From an optimization exercise on the open Yosys and OpenROAD flow, aimed at small area, a short achievable clock period and few clock cycles per item; shortcuts taken in it are not production practice.
The RTL was checked by simulation tests, not by an equivalence proof against the original design.
Power figures rest on the tool's default switching activity, not on a simulated workload.

## lane 3
==> flow/design.v (excerpt) <==
module rc_rx (
    input  wire        clk,
    input  wire        rst,
    input  wire        ev_valid,
    output wire        ev_ready,
    input  wire [15:0] ev_dt,
    input  wire        ev_edge,
    input  wire [7:0]  cfg_tol,      
    input  wire        cfg_in_en,    
    input  wire        clr_valid,    
    output reg         res_valid,
    output reg  [31:0] res_value,
    output reg  [7:0]  res_len,
    output reg  [31:0] res_unit,
    output reg  [2:0]  res_proto
);
    localparam [1:0] DV_IDLE = 2'd0, DV_RUN = 2'd1, DV_TAIL = 2'd2, DV_DONE = 2'd3;
    localparam [1:0] SC_WAIT = 2'd0, SC_BND = 2'd1, SC_SCAN = 2'd2, SC_FAIL = 2'd3;
    localparam [12:0] XMAX = 13'd4301;   
    integer i;
    reg         rdy;
    reg         a_v, a_e;           
    reg         a_f;                
    reg  [1:0]  a_ph;               
    reg  [15:0] a_dt;
    reg  [7:0]  a_tol;
    reg         a_big;              
    reg         last_e;             
    reg         f_gap, f_match;     
    assign ev_ready = rdy;
    wire accept = ev_valid & rdy;
    reg  [31:0] eacc;               
    reg  [31:0] g;                  
  ...
Settings: LEC_CHECK=0, CAP_MARGIN=20, CORE_MARGIN=2, CORE_UTILIZATION=40, SLEW_MARGIN=20; clock period 20.0 ns.
run.sh (not shown) runs the stock make flow with config.mk's settings and CLKGATE_MAP_FILE= SYNTH_SCRIPT=/design/flow/synth_recipe.tcl, a recipe that flattens the netlist after the stock synthesis.
Testbench counts of lane 3, summed over its fixed seeds: cycles 23,186, events 22,061.
Here is what was changed in the inputs of lane 1 compared with lane 3.
-- flow/design.v --
<<< lane 3, line 140
    wire        new_frame = act_edge & (e_gap | (cnt >= 7'd67) | (cnt == 7'd0));
    wire        wr_slot  = edge_v & act_ok & ~e_gap & (cnt < 7'd67) & (cnt != 7'd0);
    wire       take     = (sc_st == SC_WAIT) & (dv_st == DV_DONE) & ~rs;
    wire       dv_first = (dv_st == DV_DONE);
    wire       dv_step  = ~rs & ((dv_st == DV_RUN) | (take & (dp != 3'd6)));
    wire [7:0] p_sync, p_zh, p_zl, p_oh, p_ol;
    wire       p_inv;
>>> lane 1, line 140
    wire        new_frame = act_edge & (e_gap | (cnt >= 7'd67) | (cnt == 7'd0));
    wire        wr_slot  = edge_v & act_ok & ~e_gap & (cnt < 7'd67) & (cnt != 7'd0);
    wire        t_new    = edge_v & (a_tol != t_cur);
    wire        rs_set   = new_frame | t_new;
    wire [31:0] g_new    = new_frame ? d_eff : g;
    wire       take     = (sc_st == SC_WAIT) & (dv_st == DV_DONE) & ~rs;
    wire       dv_first = (dv_st == DV_DONE);
    wire       dv_step  = (dv_st == DV_RUN) | (take & (dp != 3'd6));
    wire [7:0] p_sync, p_zh, p_zl, p_oh, p_ol;
    wire       p_inv;
<<< lane 3, line 158
        g_top = 3'd0;
        for (i = 1; i < 8; i = i + 1)
            if (g[4*i +: 4] != 4'd0) g_top = i[2:0];
    end
    wire [3:0] dq_new;
>>> lane 1, line 161
        g_top = 3'd0;
        for (i = 1; i < 8; i = i + 1)
            if (g_new[4*i +: 4] != 4'd0) g_top = i[2:0];
    end
    wire [3:0] dq_new;
<<< lane 3, line 461
                cnt <= cnt + 7'd1;
            rs <= 1'b0;
            if (edge_v & (a_tol != t_cur)) begin
                t_cur <= a_tol;
                t_x3  <= {2'b00, a_tol} + {1'b0, a_tol, 1'b0};
>>> lane 1, line 464
                cnt <= cnt + 7'd1;
            rs <= 1'b0;
            if (t_new) begin
                t_cur <= a_tol;
                t_x3  <= {2'b00, a_tol} + {1'b0, a_tol, 1'b0};
<<< lane 3, line 485
                res_proto <= 3'd0;
            end
            if (rs) begin
                dv_st <= DV_RUN;
                dp    <= 3'd1;
>>> lane 1, line 488
                res_proto <= 3'd0;
            end
            if (rs_set) begin
                dv_st <= DV_RUN;
                dp    <= 3'd1;
<<< lane 3, line 555
                tbe[cnt[6:1] - 6'd1] <= d_eff[12:0];
        end
        dv_r  <= dr_new;
        tm_lo <= tmul2(dq_new[1:0], t_cur, t_x3);
        tm_hi <= tmul2(dq_new[3:2], t_cur, t_x3);
        if (rs) begin
            {ds3, ds2, ds1} <= smul(3'd1);
            dv_fresh <= 1'b1;
            dv_j  <= g_top;
            nib   <= g[{g_top, 2'b00} +: 4];
            dv_u  <= 30'd0;
            dq_v  <= 1'b0;
>>> lane 1, line 558
                tbe[cnt[6:1] - 6'd1] <= d_eff[12:0];
        end
        if (dv_step | (dv_st == DV_TAIL))
            dv_r <= dr_new;
        tm_lo <= tmul2(dq_new[1:0], t_cur, t_x3);
        tm_hi <= tmul2(dq_new[3:2], t_cur, t_x3);
        if (rs_set) begin
            {ds3, ds2, ds1} <= smul(3'd1);
            dv_fresh <= 1'b1;
            dv_j  <= g_top;
            nib   <= g_new[{g_top, 2'b00} +: 4];
            dv_u  <= 30'd0;
            dq_v  <= 1'b0;
<<< lane 3, line 582
                nib   <= g[{dv_j - 3'd1, 2'b00} +: 4];
                dq_v  <= 1'b1;
            end else begin
                dq_v  <= 1'b0;
>>> lane 1, line 586
                nib   <= g[{dv_j - 3'd1, 2'b00} +: 4];
                dq_v  <= 1'b1;
                if (dv_j == 3'd0) begin
                    {ds3, ds2, ds1} <= smul(dp + 3'd1);
                    dv_fresh <= 1'b1;
                    dv_j  <= g_top;
                    nib   <= g[{g_top, 2'b00} +: 4];
                end
            end else begin
                dq_v  <= 1'b0;
<<< lane 3, line 591
                tqb   <= 2'd0;
            end
            if (dv_st == DV_TAIL) begin
                {ds3, ds2, ds1} <= smul(dp + 3'd1);
                dv_fresh <= 1'b1;
                dv_j  <= g_top;
                nib   <= g[{g_top, 2'b00} +: 4];
            end
        end
>>> lane 1, line 601
                tqb   <= 2'd0;
            end
            if ((dv_st == DV_TAIL) & (dv_j != 3'd0) & ({5'd0, nib} < ds1)) begin
                dv_fresh <= 1'b0;
                dv_j  <= dv_j - 3'd1;
                nib   <= g[{dv_j - 3'd1, 2'b00} +: 4];
            end
        end
<<< lane 3, line 606
            ib      <= 6'd0;
            need    <= p_inv ? 7'd4 : 7'd3;
            bk      <= 3'd0;
            kk      <= p_zh[3:0];
        end
        if (sc_bnd) begin
>>> lane 1, line 615
            ib      <= 6'd0;
            need    <= p_inv ? 7'd4 : 7'd3;
            kv      <= (sp == 3'd3) ? {2'b00, dv_u[18:0], 2'b00} : {4'b0000, dv_u[18:0]};
            bk      <= 3'd1;
            kk      <= p_zl[3:0];
        end
        if (sc_bnd) begin
### Flow results
- Lane 3 reports its critical path start-end classification as reg -> out while lane 1 reports reg -> reg.
- Number of buffers created by CTS grows slightly when moving from lane 3 to lane 1.
- Compared with lane 3, in lane 1 die area has increased; count of inserted antenna diode cells climbed 1; minimum setup slack among reg-to-reg paths now sits lower; initial antenna violation count fell 1; fraction of the mapped netlist area in adder cells closely matched the old numbers.
- In lane 1, the total power density per cell area came out 28 nW/µm² above the value in lane 3.
- Lane 3 ended up with met5 as its highest routing layer actually used; lane 1 ended up with met4.
- Every run (lane 3 and lane 1) finished clean.
Testbench counts of lane 1, summed over its fixed seeds: cycles 22,662, events 22,061.

afterwards: timing with drivers on the ports:
Ports are ideal in the flow. The routed layouts listed here were re-timed in OpenROAD.
Step 1 assumes that a clkbuf_16 drives the clock port and a buf_2 every other input.
Step 2 moves the port delays by t, midway between the first and last clock arrival at a register: inputs arrive t later, outputs are due t later. That takes back most of the time a late clock gives input paths.
Slacks: no drivers / after step 1 / after step 2; pairs: no drivers / after step 1.
run	t (ns)	slack for setup (ns)	worst data-port slew with drivers (ns)	pins driven straight from the clock port
lane 3	0.873	14.044 / 13.962 / 13.664	0.11	1
lane 1	0.874	13.897 / 13.897 / 13.897	0.08	1
After both steps every run listed still meets setup and hold. The setup slack of lane 3, which loses most, moves by -0.082 ns with the drivers and by -0.380 ns with both steps.
